This design comes from an exercise in tuning for a short achievable clock period and few clock cycles on the open sky130 flow, not from production work.
Where RTL was checked, it was by simulation tests only, not by an equivalence proof against the original.
Power figures rest on the tool's default switching activity, not on a simulated workload.

==> inputs of run Y <==
## lsxgt_response_parser
module lsxgt_response_parser (
    input  wire        clk,
    input  wire        rst,           
    input  wire [7:0]  count,         
    input  wire        in_valid,
    output wire        in_ready,
    input  wire [7:0]  in_data,       
    input  wire        in_last,       
    output wire        out_valid,
    input  wire        out_ready,
    output wire [63:0] out_value,     
    output wire        out_end,       
    output wire        out_err,       
    output wire [7:0]  out_err_i,     
    output wire [7:0]  out_err_j,     
    output wire [16:0] out_err_idx    
);
==> flow/config.mk <==
export PLATFORM = sky130hd
export DESIGN_NAME = lsxgt_response_parser
export DESIGN_NICKNAME = lsxgt_response_parser
export VERILOG_FILES = /design/flow/design.v
export SDC_FILE = /design/flow/constraint.sdc
export NUM_CORES = 4
export LEC_CHECK = 0
export CAP_MARGIN = 20
export CORE_MARGIN = 2
export CORE_UTILIZATION = 40
export SLEW_MARGIN = 20
==> flow/constraint.sdc <==
create_clock -name core_clock -period 10.0 [get_ports {clk}]
set_input_delay 2.0000 -clock core_clock [delete_from_list [all_inputs] [get_ports {clk}]]
set_output_delay 2.0000 -clock core_clock [all_outputs]
set_load 0.01 [all_outputs]
run.sh (not shown) runs the stock make flow with config.mk's settings and CLKGATE_MAP_FILE= SYNTH_SCRIPT=/design/flow/synth_recipe.tcl, a recipe that flattens the netlist after the stock synthesis.
==> inputs of run E, as changes to run Y <==
==> flow/design.v (replaced) <==
module lsxgt_response_parser (
    input  wire        clk,
    input  wire        rst,           
    input  wire [7:0]  count,         
    input  wire        in_valid,
    output wire        in_ready,
    input  wire [7:0]  in_data,       
    input  wire        in_last,       
    output wire        out_valid,
    input  wire        out_ready,
    output wire [63:0] out_value,     
    output wire        out_end,       
    output wire        out_err,       
    output wire [7:0]  out_err_i,     
    output wire [7:0]  out_err_j,     
    output wire [16:0] out_err_idx    
);
    localparam integer XTRA  = 8;              
    localparam integer NBYTE = 128 + XTRA;
    localparam integer NBLK  = (NBYTE + 7) / 8;    
    localparam [2:0] E_LOAD = 3'd0,
                     E_MUL  = 3'd1,
                     E_CHK1 = 3'd2,
                     E_CHK2 = 3'd3,
                     E_EMIT = 3'd4,
                     E_END  = 3'd5;
    integer k, m;
    reg        rdy;         
    reg        s_valid, s_last;
    reg [7:0]  s_data, s_count;
    reg        k_valid, k_last;    
    reg [7:0]  k_data, k_count;
    reg        cons;        
    reg [8*NBYTE-1:0] rx;   
    reg [7:0]  rx_len;      
    reg [7:0]  rx_num;      
    reg [3:0]  sh;          
    reg        busy;
    reg [2:0]  est;
    reg [7:0]  eL, eN, eC;
    reg [7:0]  step;        
    reg [15:0] mcand;
    reg [7:0]  mplier;
    reg [15:0] prod;        
    reg [15:0] pn;          
    reg [16:0] t;           
    reg [7:0]  a;           
    reg [7:0]  vi;          
    reg [7:0]  mask;
    reg        e_err;
    reg [7:0]  e_j;
    reg [16:0] e_idx;
    reg [2:0]  cred;        
    wire take   = in_valid & rdy;
    wire s_free = ~s_valid | cons;
    wire snap   = cons & s_last;
    wire s_valid_n = s_free ? (k_valid | take) : 1'b1;
    wire s_last_n  = s_free ? (k_valid ? k_last : in_last) : s_last;
    wire k_valid_n = s_free ? 1'b0 : (k_valid | take);
    wire issue    = busy & ((est == E_EMIT) | (est == E_END)) & (cred != 3'd0);
    wire eng_done = issue & (est == E_END);
    wire busy_n   = snap | (busy & ~eng_done);
    wire [3:0] sh_n = snap ? 4'd0 : (cons & (sh != XTRA)) ? sh + 4'd1 : sh;
    wire [7:0] rd_a = a + {7'd0, cons};           
    wire err_n    = {8'd0, eL} < pn;
    reg [2:0]  est_n;
    reg [7:0]  a_n;
    always @(*) begin
        est_n = est;
        a_n   = a;
        if (snap)
            est_n = E_LOAD;
        else case (est)
            E_LOAD: est_n = (eL <= 8'd30 || eN == 8'd0) ? E_END : E_MUL;
            E_MUL:  if (mplier[7:1] == 7'd0) est_n = E_CHK1;
            E_CHK1: est_n = E_CHK2;
            E_CHK2: est_n = err_n ? E_END : E_EMIT;
            E_EMIT: if (issue && vi == 8'd1) est_n = E_END;
            default: ;
        endcase
        if (est == E_CHK2)
            a_n = pn[7:0] - 8'd1 + {4'd0, sh} + {7'd0, cons};
        else if (est == E_EMIT)
            a_n = rd_a - (issue ? step : 8'd0);
    end
    wire rd_pend_n = busy_n & (est_n != E_END);
    wire blocked_n = rd_pend_n & ((est_n == E_EMIT) ? (a_n == NBYTE - 1) : (sh_n == XTRA));
    wire cons_n    = s_valid_n & ~(s_last_n & busy_n) & ~blocked_n;
    reg          v1, e1;
    reg [NBLK-1:0] sel1;    
    reg [2:0]    r1;
    reg [7:0]    m1;
    reg [33:0]   p1;
    reg          v2, e2;
    reg [119:0]  blk2;
    reg [7:0]    rsel2;     
    reg [7:0]    m2;
    reg [33:0]   p2;
    wire [8*NBYTE+55:0] ext = {rx, 56'd0};
    reg [119:0] blk_nx;
    always @(*) begin
        blk_nx = 120'd0;
        for (m = 0; m < NBLK; m = m + 1)
            if (sel1[m])
                blk_nx = blk_nx | ext[64*m +: 120];
    end
    reg [63:0] val2;
    always @(*) begin
        val2 = 64'd0;
        for (k = 0; k < 8; k = k + 1)
            for (m = 0; m < 8; m = m + 1)
                if (rsel2[m] && m2[k])
                    val2[8*k +: 8] = val2[8*k +: 8] | blk2[8*(m+7-k) +: 8];
    end
    reg [64:0] fq [0:3];
    reg [1:0]  fw, fr;
    reg [2:0]  fcnt;
    reg        o_valid;
    reg [63:0] o_value;
    reg        o_end, o_err;
    reg [7:0]  o_i, o_j;
    reg [16:0] o_idx;
    wire pop = (fcnt != 3'd0) & (~o_valid | out_ready);
    wire [64:0] fh = fq[fr];
    always @(posedge clk) begin
        if (s_free) begin
            s_data  <= k_valid ? k_data  : in_data;
            s_last  <= k_valid ? k_last  : in_last;
            s_count <= k_valid ? k_count : count;
        end
        if (rdy) begin
            k_data  <= in_data;
            k_last  <= in_last;
            k_count <= count;
        end
        if (cons)
            rx <= {rx[8*NBYTE-9:0], s_data};
        if (cons & (rx_len == 8'd30))
            rx_num <= s_data;
        if (snap) begin
            eL <= rx_len + 8'd1;
            eN <= (rx_len == 8'd30) ? s_data : rx_num;
            eC <= s_count;
        end
        if (rst) begin
            rdy     <= 1'b1;
            s_valid <= 1'b0;
            k_valid <= 1'b0;
            cons    <= 1'b0;
            rx_len  <= 8'd0;
            sh      <= 4'd0;
            busy    <= 1'b0;
        end else begin
            s_valid <= s_valid_n;
            k_valid <= k_valid_n;
            rdy     <= ~k_valid_n;
            cons    <= cons_n;
            if (snap)
                rx_len <= 8'd0;
            else if (cons)
                rx_len <= rx_len + 8'd1;
            sh   <= sh_n;
            busy <= busy_n;
        end
    end
    always @(posedge clk) begin
        est <= est_n;
        a   <= a_n;
        case (est)
            E_LOAD: begin
                step   <= eN + 8'd2;
                mcand  <= {8'd0, eN} + 16'd2;
                mplier <= eC - 8'd1;
                prod   <= 16'd0;
                e_err  <= 1'b0;
            end
            E_MUL: begin
                if (mplier[0])
                    prod <= prod + mcand;
                mcand  <= {mcand[14:0], 1'b0};
                mplier <= {1'b0, mplier[7:1]};
            end
            E_CHK1: begin
                pn <= prod + {8'd0, eN};
                t  <= {9'd0, eL} - {1'b0, prod};
            end
            E_CHK2: begin
                vi <= eC;
                for (k = 0; k < 8; k = k + 1)
                    mask[k] <= (eN > k);
                e_j   <= (t[16] ? 8'd0 : t[7:0]) + 8'd1;
                e_idx <= (t[16] ? t : 17'd0) - 17'd1;
                e_err <= err_n;
            end
            E_EMIT: if (issue)
                vi <= vi - 8'd1;
            default: ;
        endcase
    end
    always @(posedge clk) begin
        for (m = 0; m < NBLK; m = m + 1)
            sel1[m] <= (rd_a[7:3] == m);
        r1 <= rd_a[2:0];
        m1 <= mask;
        e1 <= (est == E_END);
        p1 <= {e_err, eC, e_j, e_idx};
        blk2 <= blk_nx;
        for (m = 0; m < 8; m = m + 1)
            rsel2[m] <= (r1 == m);
        m2 <= m1;
        e2 <= e1;
        p2 <= p1;
        if (v2)
            fq[fw] <= e2 ? {1'b1, 30'd0, p2} : {1'b0, val2};
        if (pop) begin
            o_value <= fh[63:0];
            o_end   <= fh[64];
            o_err   <= fh[33];
            o_i     <= fh[32:25];
            o_j     <= fh[24:17];
            o_idx   <= fh[16:0];
        end
        if (rst) begin
            v1 <= 1'b0;
            v2 <= 1'b0;
            fw <= 2'd0;
            fr <= 2'd0;
            fcnt <= 3'd0;
            cred <= 3'd4;
            o_valid <= 1'b0;
        end else begin
            v1 <= issue;
            v2 <= v1;
            if (v2)
                fw <= fw + 2'd1;
            if (pop)
                fr <= fr + 2'd1;
            fcnt <= fcnt + {2'd0, v2} - {2'd0, pop};
            cred <= cred - {2'd0, issue} + {2'd0, pop};
            o_valid <= pop | (o_valid & ~out_ready);
        end
    end
    assign in_ready    = rdy;
    assign out_valid   = o_valid;
    assign out_value   = o_value;
    assign out_end     = o_end;
    assign out_err     = o_err;
    assign out_err_i   = o_i;
    assign out_err_j   = o_j;
    assign out_err_idx = o_idx;
endmodule
==> flow/flow/run.sh (new file) <==
#!/bin/bash
# Standard ORFS layout, with the timing repair asked for more setup slack than
# the flow settings allow (the constraints themselves are unchanged).
set -euo pipefail
export SETUP_SLACK_MARGIN=7
bash standard.sh > standard.log 2>&1
==> flow/standard.sh (new file) <==
#!/bin/bash
# synth_recipe.tcl (not shown) runs the flow's synth.tcl, then flattens the netlist and writes it again
# the make line also repeats each setting of config.mk as NAME=value (left out here)
make -C /OpenROAD-flow-scripts/flow DESIGN_CONFIG=/design/flow/config.mk WORK_HOME=/design/flow/orfs CLKGATE_MAP_FILE= SYNTH_SCRIPT=/design/flow/synth_recipe.tcl "${@:-finish}"
==> flow/config.mk (replaced) <==
export PLATFORM = sky130hd
export DESIGN_NAME = lsxgt_response_parser
export DESIGN_NICKNAME = lsxgt_response_parser
export VERILOG_FILES = /design/flow/design.v
export SDC_FILE = /design/flow/constraint.sdc
export NUM_CORES = 4
export LEC_CHECK = 0
export ABC_CLOCK_PERIOD_IN_PS = 3000
export CAP_MARGIN = 20
export CORE_MARGIN = 2
export CORE_UTILIZATION = 40
export SLEW_MARGIN = 20
removed: flow/run.sh
==> notes <==
- Against run Y, the critical path depth of run E is lower by 9.
- In run Y the register-to-register slack is worse than in run E, by 2.1 ns.
- Between run Y and run E, the lower core utilization is in run E (gap 0.26 points).
- Clock skew: run Y is higher than run E (0.024 ns).
- Of run Y and run E, run Y has the higher hold slack (gap 0.0014 ns).
- Combinational power: run E is larger than run Y (about 100%).
- Worst setup slack: run E is higher than run Y (1.6 ns).
- Of run E and run Y, run Y has the higher sequential cell count (gap 909).
- Against run E, the non-clock buffer count of run Y is lower by 23.
Testbench counts of run Y, summed over its fixed seeds: cycles 54,772.
Function not checked in run E: the RTL went through the layout flow alone.

## separate check: timing with driven ports
How much do the figures lean on ideal ports? The routed layouts below were timed once more, with nothing changed but the port constraints.
Step 1: set_driving_cell puts a clkbuf_16 on clk and a buf_2 on each other input, an assumption about the parent block.
Step 2 adds t to the input delays and takes it off the output delays; t is the mean of the earliest and latest rising clock arrival at the registers after step 1. Input paths then give back, and output paths get back, about the clock's delay inside the block.
Three values: ideal ports, drivers, drivers and shift; two values: the first two.
run | shift t [ns] | setup WS [ns] | worst setup path at the end | slew at the worst register clock pin (ns) | worst slew at a driven data input, ns
run Y | 0.993 | 4.916 / 4.916 / 4.916 | register to register | 0.07 / 0.07 | 0.06
run E | 0.891 | 6.503 / 6.425 / 6.228 | input to register | 0.07 / 0.07 | 0.04
After both steps setup and hold are still met in every run listed. For run E, which loses most, drivers alone change the setup slack by -0.078 ns; drivers and shift together by -0.275 ns.
